This is an optimization exercise on Yosys and OpenROAD, whose aim is small area, a short achievable clock period and few clock cycles per item, not a production implementation. Only simulation tests tie the RTL to the original design; equivalence was not proved. Power is estimated from default activity; no workload was simulated.

==> flow/design.v <==
module frame_encoder #(
    parameter MAX_LEN = 64
) (
    input  wire       clk,
    input  wire       rst,
    input  wire       in_valid,
    output reg        in_ready,
    input  wire [7:0] in_data,
    input  wire       in_last,
    input  wire       in_corrupt,
    output reg        out_valid,
    input  wire       out_ready,
    output reg  [7:0] out_data,
    output reg        out_last
);
    localparam DEPTH = 64;
    localparam AW    = 6;
    localparam I_LOAD = 2'd0;
    localparam I_FIN1 = 2'd1;
    localparam I_FIN2 = 2'd2;
    localparam I_FIN3 = 2'd3;
    localparam O_OPEN  = 2'd0;
    localparam O_CODE0 = 2'd1;
    localparam O_DATA  = 2'd2;
    function [15:0] crc_step(input [15:0] c, input [7:0] b);
        reg [7:0] x;
        begin
            x = c[15:8] ^ b;
            x = x ^ (x >> 4);
            crc_step = (c << 8) ^ ({8'd0, x} << 12) ^ ({8'd0, x} << 5) ^ {8'd0, x};
        end
    endfunction
    reg [7:0]    buffer [0:DEPTH-1];
    reg          h_valid;
    reg  [7:0]   h_data;
    reg          h_zero;
    reg          h_last;
    reg          h_corrupt;
    reg  [1:0]   i_state;
    reg          i_first;     
    reg          in_idx;      
    reg  [AW:0]  wr_ptr;
    reg  [AW:0]  cm_ptr;      
    reg  [AW-1:0] pend_ptr;   
    reg          pend_head;   
    reg  [6:0]   grp;         
    reg  [15:0]  crc;
    reg          corrupt;
    reg  [6:0]   d_code0 [0:1];
    reg  [1:0]   d_c0v;
    reg  [1:0]   d_done;
    reg  [1:0]   d_busy;
    reg  [AW:0]  d_end [0:1];
    reg  [1:0]   o_state;
    reg          out_idx;
    reg  [AW:0]  rd_ptr;
    wire out_free = !out_valid || out_ready;
    wire in_fire  = in_valid && in_ready;
    wire [AW:0] count   = wr_ptr - rd_ptr;
    wire        space   = !count[AW];
    wire        proc_ok = (i_state == I_LOAD) && space && (!i_first || !d_busy[in_idx]);
    wire        proc    = h_valid && proc_ok;
    wire [7:0] lo = corrupt ? crc[15:8] : crc[7:0];
    wire [7:0] hi = corrupt ? crc[7:0]  : crc[15:8];
    wire       lo_nz = |lo;
    wire       hi_nz = |hi;
    wire [7:0] t1 = lo_nz ? lo : (hi_nz ? 8'd2 : 8'd1);
    wire [7:0] t2 = hi_nz ? hi : 8'd1;
    wire [6:0] fin_code = grp + 7'd1 + (lo_nz ? (hi_nz ? 7'd2 : 7'd1) : 7'd0);
    reg          w_en;
    reg  [AW-1:0] w_addr;
    reg  [7:0]   w_data;
    always @* begin
        w_en   = 1'b0;
        w_addr = wr_ptr[AW-1:0];
        w_data = h_data;
        if (proc) begin
            if (!h_zero) begin
                w_en = 1'b1;
            end else if (!pend_head) begin
                w_en   = 1'b1;
                w_addr = pend_ptr;
                w_data = {1'b0, grp + 7'd1};
            end
        end else if (i_state == I_FIN1) begin
            w_en   = !pend_head;
            w_addr = pend_ptr;
            w_data = {1'b0, fin_code};
        end else if (i_state == I_FIN2) begin
            w_en   = space;
            w_data = t1;
        end else if (i_state == I_FIN3) begin
            w_en   = space;
            w_data = t2;
        end
    end
    always @(posedge clk) begin
        if (w_en) buffer[w_addr] <= w_data;
    end
    wire [7:0] rd_byte  = buffer[rd_ptr[AW-1:0]];
    wire       o_done   = d_done[out_idx];
    wire       at_end   = o_done && (rd_ptr == d_end[out_idx]);
    wire       can_read = o_done ? (rd_ptr != d_end[out_idx]) : (rd_ptr != cm_ptr);
    wire       o_close  = (o_state == O_DATA) && out_free && at_end;
    wire       o_read   = (o_state == O_DATA) && out_free && can_read;
    reg  [1:0]  i_state_n;
    reg         i_first_n;
    reg         in_idx_n;
    reg  [AW:0] wr_ptr_n;
    reg  [1:0]  d_busy_n;
    reg         h_valid_n;
    always @* begin
        i_state_n = i_state;
        i_first_n = i_first;
        in_idx_n  = in_idx;
        wr_ptr_n  = wr_ptr;
        d_busy_n  = d_busy;
        if (o_close) d_busy_n[out_idx] = 1'b0;
        if (proc) begin
            wr_ptr_n = wr_ptr + 1'b1;
            i_first_n = 1'b0;
            if (i_first) d_busy_n[in_idx] = 1'b1;
            if (h_last) i_state_n = I_FIN1;
        end
        case (i_state)
            I_FIN1: i_state_n = I_FIN2;
            I_FIN2: if (space) begin
                wr_ptr_n  = wr_ptr + 1'b1;
                i_state_n = I_FIN3;
            end
            I_FIN3: if (space) begin
                wr_ptr_n  = wr_ptr + 1'b1;
                i_state_n = I_LOAD;
                i_first_n = 1'b1;
                in_idx_n  = !in_idx;
            end
            default: ;
        endcase
        h_valid_n = in_fire || (h_valid && !proc);
    end
    wire [AW:0] count_n = wr_ptr_n - rd_ptr;   
    always @(posedge clk) begin
        if (rst) begin
            h_valid   <= 1'b0;
            in_ready  <= 1'b1;
            i_state   <= I_LOAD;
            i_first   <= 1'b1;
            in_idx    <= 1'b0;
            wr_ptr    <= 0;
            cm_ptr    <= 0;
            pend_head <= 1'b1;
            grp       <= 7'd0;
            crc       <= 16'hFFFF;
            corrupt   <= 1'b0;
            d_c0v     <= 2'b00;
            d_done    <= 2'b00;
            d_busy    <= 2'b00;
            o_state   <= O_OPEN;
            out_idx   <= 1'b0;
            rd_ptr    <= 0;
            out_valid <= 1'b0;
            out_data  <= 8'h00;
            out_last  <= 1'b0;
        end else begin
            if (in_fire) begin
                h_data    <= in_data;
                h_zero    <= (in_data == 8'h00);
                h_last    <= in_last;
                h_corrupt <= in_corrupt;
            end
            h_valid  <= h_valid_n;
            in_ready <= !h_valid_n ||
                        ((i_state_n == I_LOAD) && !count_n[AW] &&
                         (!i_first_n || !d_busy_n[in_idx_n]));
            i_state <= i_state_n;
            i_first <= i_first_n;
            in_idx  <= in_idx_n;
            wr_ptr  <= wr_ptr_n;
            d_busy  <= d_busy_n;
            if (proc) begin
                crc <= crc_step(crc, h_data);
                if (h_zero) begin
                    if (pend_head) begin
                        d_code0[in_idx] <= grp + 7'd1;
                        d_c0v[in_idx]   <= 1'b1;
                    end
                    pend_ptr  <= wr_ptr[AW-1:0];
                    pend_head <= 1'b0;
                    cm_ptr    <= wr_ptr;
                    grp       <= 7'd0;
                end else begin
                    grp <= grp + 7'd1;
                end
                if (h_last) corrupt <= h_corrupt;
            end
            case (i_state)
                I_FIN1: begin
                    if (pend_head) begin
                        d_code0[in_idx] <= fin_code;
                        d_c0v[in_idx]   <= 1'b1;
                    end
                    cm_ptr <= wr_ptr;
                end
                I_FIN2: if (space) cm_ptr <= wr_ptr + 1'b1;
                I_FIN3: if (space) begin
                    cm_ptr          <= wr_ptr + 1'b1;
                    d_end[in_idx]   <= wr_ptr + 1'b1;
                    d_done[in_idx]  <= 1'b1;
                    pend_head       <= 1'b1;
                    grp             <= 7'd0;
                    crc             <= 16'hFFFF;
                end
                default: ;
            endcase
            if (out_valid && out_ready) out_valid <= 1'b0;
            case (o_state)
                O_OPEN: if (d_busy[out_idx] && out_free) begin
                    out_valid <= 1'b1;
                    out_data  <= 8'h00;
                    out_last  <= 1'b0;
                    o_state   <= O_CODE0;
                end
                O_CODE0: if (d_c0v[out_idx] && out_free) begin
                    out_valid <= 1'b1;
                    out_data  <= {1'b0, d_code0[out_idx]};
                    out_last  <= 1'b0;
                    o_state   <= O_DATA;
                end
                default: begin
                    if (o_close) begin
                        out_valid       <= 1'b1;
                        out_data        <= 8'h00;
                        out_last        <= 1'b1;
                        d_c0v[out_idx]  <= 1'b0;
                        d_done[out_idx] <= 1'b0;
                        out_idx         <= !out_idx;
                        o_state         <= O_OPEN;
                    end else if (o_read) begin
                        out_valid <= 1'b1;
                        out_data  <= rd_byte;
                        out_last  <= 1'b0;
                        rd_ptr    <= rd_ptr + 1'b1;
                    end
                end
            endcase
        end
    end
endmodule
==> flow/config.mk <==
export PLATFORM = sky130hd
export DESIGN_NAME = frame_encoder
export DESIGN_NICKNAME = frame_encoder
export VERILOG_FILES = /design/flow/design.v
export SDC_FILE = /design/flow/constraint.sdc
export NUM_CORES = 4
export LEC_CHECK = 0
export CAP_MARGIN = 20
export CORE_MARGIN = 2
export CORE_UTILIZATION = 40
export PLACE_DENSITY = 0.6
export SLEW_MARGIN = 20
==> flow/constraint.sdc <==
create_clock -name core_clock -period 6.0 [get_ports {clk}]
set_input_delay 1.2000 -clock core_clock [delete_from_list [all_inputs] [get_ports {clk}]]
set_output_delay 1.2000 -clock core_clock [all_outputs]
set_load 0.01 [all_outputs]
run.sh (not shown) runs the stock make flow with config.mk's settings and CLKGATE_MAP_FILE= SYNTH_SCRIPT=/design/flow/synth_recipe.tcl, a recipe that flattens the netlist after the stock synthesis.
Testbench counts at the start, summed over its fixed seeds: cycles 47,372, frames 1,200.
==> next run, changes <==
--- a/flow/config.mk
+++ b/flow/config.mk
@@ -6,7 +6,9 @@
 export NUM_CORES = 4
 export LEC_CHECK = 0
+export ABC_CLOCK_PERIOD_IN_PS = 3000
 export CAP_MARGIN = 20
 export CORE_MARGIN = 2
 export CORE_UTILIZATION = 40
 export PLACE_DENSITY = 0.6
+export SETUP_SLACK_MARGIN = 3
 export SLEW_MARGIN = 20
Effect: Clock skew is higher by 0.0096 ns; register-to-register slack gets better by 0.70 ns; worst hold slack stays flat; die area is unchanged; critical path depth is higher by 8; total power is higher by 11%; cell area is higher by 15%.

re-timing with driven ports:
In the flow no input, the clock included, has a driving cell. The finished layouts below were timed again as built, in two steps.
Step 1 assumes that a clkbuf_16 drives the clock port and a buf_2 every other input.
Step 2 times the ports against the registers' clock, not the clock port: input delays grow and output delays shrink by t, the midpoint of the rising clock arrivals with the driver on.
Three values: ideal, step 1, step 2; two values: the first two.
| run | t, ns | slack for setup (ns) | worst setup path at the end | worst slew at a driven data input, ns |
|---|---|---|---|---|
| the first run | 0.645 | 1.765 / 1.765 / 1.765 | register to register | 0.04 |
| the second run | 0.653 | 2.463 / 2.463 / 2.463 | register to register | 0.04 |
After both steps setup and hold are still met in every run listed.
